Context: an optimization exercise on an open-source flow, tuned for small area. The choices shown serve that exercise and are no tape-out recipe.
Where RTL was checked, it was by simulation tests only, not by an equivalence proof against the original.
Power figures rest on the tool's default switching activity, not on a simulated workload.

==> module msop_core, before the edit <==
module msop_core (
    input  wire        clk,
    input  wire        rst,
    output wire [7:0]  imem_addr,
    input  wire [63:0] imem_data,
    output wire        dmem_re,
    output wire        dmem_we,
    output wire [7:0]  dmem_addr,
    output wire [31:0] dmem_wdata,
    input  wire [31:0] dmem_rdata,
    output wire        halted,
    output wire        aborted,
    output wire [1:0]  abort_cause,
    input  wire [3:0]  dbg_sel,
    output wire [31:0] dbg_val
);
    localparam ST_CLR  = 4'd0;    
    localparam ST_FET  = 4'd1;    
    localparam ST_PC   = 4'd2;    
    localparam ST_PB   = 4'd3;    
    localparam ST_IT   = 4'd4;    
    localparam ST_MV   = 4'd5;    
    localparam ST_PA   = 4'd6;    
    localparam ST_LDW  = 4'd7;    
    localparam ST_HALT = 4'd8;
    localparam ST_ABT1 = 4'd9;    
    localparam ST_ABT2 = 4'd10;   
    reg  [3:0]   state;
    reg  [7:0]   pc;
    reg  [3:0]   k;
    reg  [511:0] ring;
    reg  [31:0]  A, B, Y;
    reg          lap;
    reg          first;
    reg          qn;
    wire [31:0] R = ring[511:480];
    wire [4:0]  op  = imem_data[63:59];
    wire [3:0]  fa  = imem_data[57:54];
    wire [3:0]  fb  = imem_data[52:49];
    wire [3:0]  fc  = imem_data[47:44];
    wire [31:0] imm = imem_data[31:0];
    wire is_ar   = ~op[4] & ~op[3];               
    wire is_mul  = is_ar & (op[1:0] == 2'd0);
    wire is_div  = is_ar & (op[1:0] == 2'd3);
    wire is_md   = is_mul | is_div;
    wire is_sub  = is_ar & (op[1:0] == 2'd2);
    wire is_mem  = (op[4:2] == 3'b010);           
    wire is_ld   = is_mem & ~op[0];
    wire is_st   = is_mem & op[0];
    wire is_set  = (op == 5'd12);
    wire is_br   = (op >= 5'd13) && (op <= 5'd17);
    wire is_ret  = (op == 5'd18);
    wire is_wr   = is_ar | is_set;                
    wire regform = is_mem ? op[1] : (is_ar & op[2]);
    wire [3:0] kn = k - 4'd1;
    wire mk_a  = (k == fa);
    wire mk_a1 = (kn == fa);
    wire mk_b  = (k == fb);
    wire mk_c  = (k == fc);
    reg        xa1, xa2, s_in;
    reg        selR, selY, selI, inv, cin;
    reg        bload, yload, wen, wrd;
    wire [31:0] XA  = (A & {32{xa1}}) | ({A[30:0], 1'b0} & {32{xa2}}) | {31'd0, s_in};
    wire [31:0] XB  = ((R & {32{selR}}) | (Y & {32{selY}}) | (imm & {32{selI}})) ^ {32{inv}};
    wire [32:0] c;
    wire [31:0] S;
    assign c[0] = cin;
    genvar gi;
    generate
        for (gi = 0; gi < 32; gi = gi + 1) begin : g_add
            assign S[gi]   = XA[gi] ^ XB[gi] ^ c[gi];
            assign c[gi+1] = (XA[gi] & XB[gi]) | (c[gi] & (XA[gi] ^ XB[gi]));
        end
    endgenerate
    wire s_hz = ~|S[31:10];
    wire s_z  = s_hz & ~|S[9:0];
    wire s_n  = S[31];
    reg taken;
    always @(*) begin
        case (op[2:0])
            3'd5: taken = s_z;              
            3'd6: taken = ~s_n;             
            3'd7: taken = s_n | s_z;        
            3'd0: taken = ~s_n & ~s_z;      
            default: taken = s_n;           
        endcase
    end
    wire [7:0] target = imm[31] ? 8'd0 : imm[9:2];
    reg [3:0] nstate;
    reg       pc_adv;
    reg       re, we;
    wire dsub = ~((A[31] & ~first) ^ Y[31]);
    always @(*) begin
        xa1 = 1'b1; xa2 = 1'b0; s_in = 1'b0;
        selR = 1'b0; selY = 1'b0; selI = 1'b0; inv = 1'b0; cin = 1'b0;
        bload = 1'b0; yload = 1'b0; wen = 1'b0; wrd = 1'b0;
        nstate = state; pc_adv = 1'b0; re = 1'b0; we = 1'b0;
        case (state)
            ST_CLR: begin
                xa1 = 1'b0; wen = 1'b1;
                if (k == 4'd0) nstate = ST_FET;
            end
            ST_FET: nstate = ST_PC;
            ST_PC: begin
                if (is_ret) nstate = ST_HALT;
                else if (mk_c) begin
                    xa1 = 1'b0; selR = regform; selI = ~regform;
                    inv = is_sub; cin = is_sub;
                    yload = 1'b1;
                    nstate = (is_div & s_z) ? ST_ABT1 : ST_PB;
                end
            end
            ST_PB: begin
                if (mk_b) begin
                    selR = 1'b1;
                    if (is_md) begin
                        xa1 = 1'b0;
                        inv = is_div & R[31]; cin = is_div & R[31];
                        bload = 1'b1;
                        nstate = ST_IT;
                    end else begin
                        selR = ~(is_set | is_br);
                        nstate = (is_mem & ~s_hz) ? ST_ABT2 : ST_PA;
                    end
                end
            end
            ST_IT: begin
                xa1 = 1'b0; xa2 = ~first;
                if (is_div) begin
                    s_in = B[31];
                    selY = 1'b1; inv = dsub; cin = dsub;
                end else begin
                    selY = B[31];
                end
                if (mk_b && lap) nstate = is_div ? ST_MV : ST_PA;
            end
            ST_MV: begin
                xa1 = 1'b0; xa2 = 1'b1; s_in = B[31] ^ qn;
                if (mk_b && lap) nstate = ST_PA;
            end
            ST_PA: begin
                if (is_ld) begin
                    if (mk_a1) begin re = 1'b1; nstate = ST_LDW; end
                end else if (mk_a) begin
                    pc_adv = 1'b1; nstate = ST_FET;
                    if (is_st) we = 1'b1;
                    if (is_br) begin xa1 = 1'b0; selR = 1'b1; end
                    if (is_wr) begin cin = is_div & qn; wen = 1'b1; end
                end
            end
            ST_LDW: begin
                wen = 1'b1; wrd = 1'b1; pc_adv = 1'b1; nstate = ST_FET;
            end
            default: ;
        endcase
    end
    always @(posedge clk) begin
        ring <= {ring[479:0], wen ? (wrd ? dmem_rdata : S) : R};
        A <= S;
        B <= bload ? S : {B[30:0], ~S[31]};
        if (yload) Y <= S;
        if (state == ST_PC) qn <= S[31];
        else if (state == ST_PB && mk_b) qn <= qn ^ R[31];
        first <= (state == ST_PB);
        if (state != ST_IT && state != ST_MV) lap <= 1'b0;
        else if (mk_b) lap <= ~lap;
        if (rst) begin
            state <= ST_CLR;
            pc    <= 8'd0;
            k     <= 4'd15;
        end else begin
            state <= nstate;
            k     <= kn;
            if (pc_adv) pc <= (is_br & taken) ? target : pc + 8'd1;
        end
    end
    assign imem_addr   = pc;
    assign dmem_re     = re;
    assign dmem_we     = we;
    assign dmem_addr   = A[9:2];
    assign dmem_wdata  = R;
    assign halted      = (state == ST_HALT);
    assign aborted     = (state == ST_ABT1) || (state == ST_ABT2);
    assign abort_cause = {state == ST_ABT2, state == ST_ABT1};
    wire [3:0] pos = dbg_sel + ~k;
    reg  [31:0] dv;
    integer i;
    always @(*) begin
        dv = 32'd0;
        for (i = 0; i < 16; i = i + 1)
            dv = dv | (ring[i*32 +: 32] & {32{pos == i[3:0]}});
    end
    assign dbg_val = dv;
endmodule
export LEC_CHECK = 0
export CAP_MARGIN = 20
export CORE_MARGIN = 2
export CORE_UTILIZATION = 40
export PLACE_DENSITY = 0.6
export SLEW_MARGIN = 20
create_clock -name core_clock -period 13.0 [get_ports {clk}]
run.sh (not shown) runs the stock make flow with config.mk's settings and CLKGATE_MAP_FILE= SYNTH_SCRIPT=/design/flow/synth_recipe.tcl, a recipe that flattens the netlist after the stock synthesis.
The first run produced a layout that fails on setup timing.
==> next run, changes <==
--- a/flow/design.v
+++ b/flow/design.v
@@ -61,16 +61,25 @@
     reg        selR, selY, selI, inv, cin;
     reg        bload, yload, wen, wrd;
     wire [31:0] XA  = (A & {32{xa1}}) | ({A[30:0], 1'b0} & {32{xa2}}) | {31'd0, s_in};
     wire [31:0] XB  = ((R & {32{selR}}) | (Y & {32{selY}}) | (imm & {32{selI}})) ^ {32{inv}};
-    wire [32:0] c;
+    wire [16:0] cl;
+    wire [16:0] ch;
+    wire [15:0] u;
+    wire [16:0] t;
     wire [31:0] S;
-    assign c[0] = cin;
+    assign cl[0] = cin;
+    assign ch[0] = 1'b0;
+    assign t[0]  = 1'b1;
     genvar gi;
     generate
-        for (gi = 0; gi < 32; gi = gi + 1) begin : g_add
-            assign S[gi]   = XA[gi] ^ XB[gi] ^ c[gi];
-            assign c[gi+1] = (XA[gi] & XB[gi]) | (c[gi] & (XA[gi] ^ XB[gi]));
+        for (gi = 0; gi < 16; gi = gi + 1) begin : g_add
+            assign S[gi]    = XA[gi] ^ XB[gi] ^ cl[gi];
+            assign cl[gi+1] = (XA[gi] & XB[gi]) | (cl[gi] & (XA[gi] ^ XB[gi]));
+            assign u[gi]    = XA[gi+16] ^ XB[gi+16] ^ ch[gi];
+            assign ch[gi+1] = (XA[gi+16] & XB[gi+16]) | (ch[gi] & (XA[gi+16] ^ XB[gi+16]));
+            assign t[gi+1]  = t[gi] & u[gi];
+            assign S[gi+16] = u[gi] ^ (cl[16] & t[gi]);
         end
     endgenerate
     wire s_hz = ~|S[31:10];
     wire s_z  = s_hz & ~|S[9:0];
- The changed run ran to the end with no violations
- clock-buffer cell count rose by 1
- power went down by a few percent
- worst setup slack improved by 3600 ps
- die area grows by a few percent
- global-route usage decreases by 0.37 points
The RTL of the first run of this note was laid out without a check of its function.

-- re-timing with driven ports --
Ports are ideal in the flow. The routed layouts listed here were re-timed in OpenROAD. Step 1 sets driving cells, clkbuf_16 on the clock port and buf_2 on the other inputs (assumed; they add their load-dependent delay and slew). Step 2 times the ports against the registers' clock, not the clock port: input delays grow and output delays shrink by t, the midpoint of the rising clock arrivals with the driver on. Slacks: no drivers / after step 1 / after step 2; pairs: no drivers / after step 1.
run | t (ns) | setup WS [ns] | worst slew at a driven data input, ns
the first run | 0.642 | -3.285 / -3.260 / -3.902 | 0.08
the second run | 0.673 | 0.323 / 0.357 / -0.315 | 0.07
With both steps, setup timing fails in the second run, where it was met with ideal ports. For the second run, which loses most, drivers alone change the setup slack by +0.034 ns; drivers and shift together by -0.638 ns.
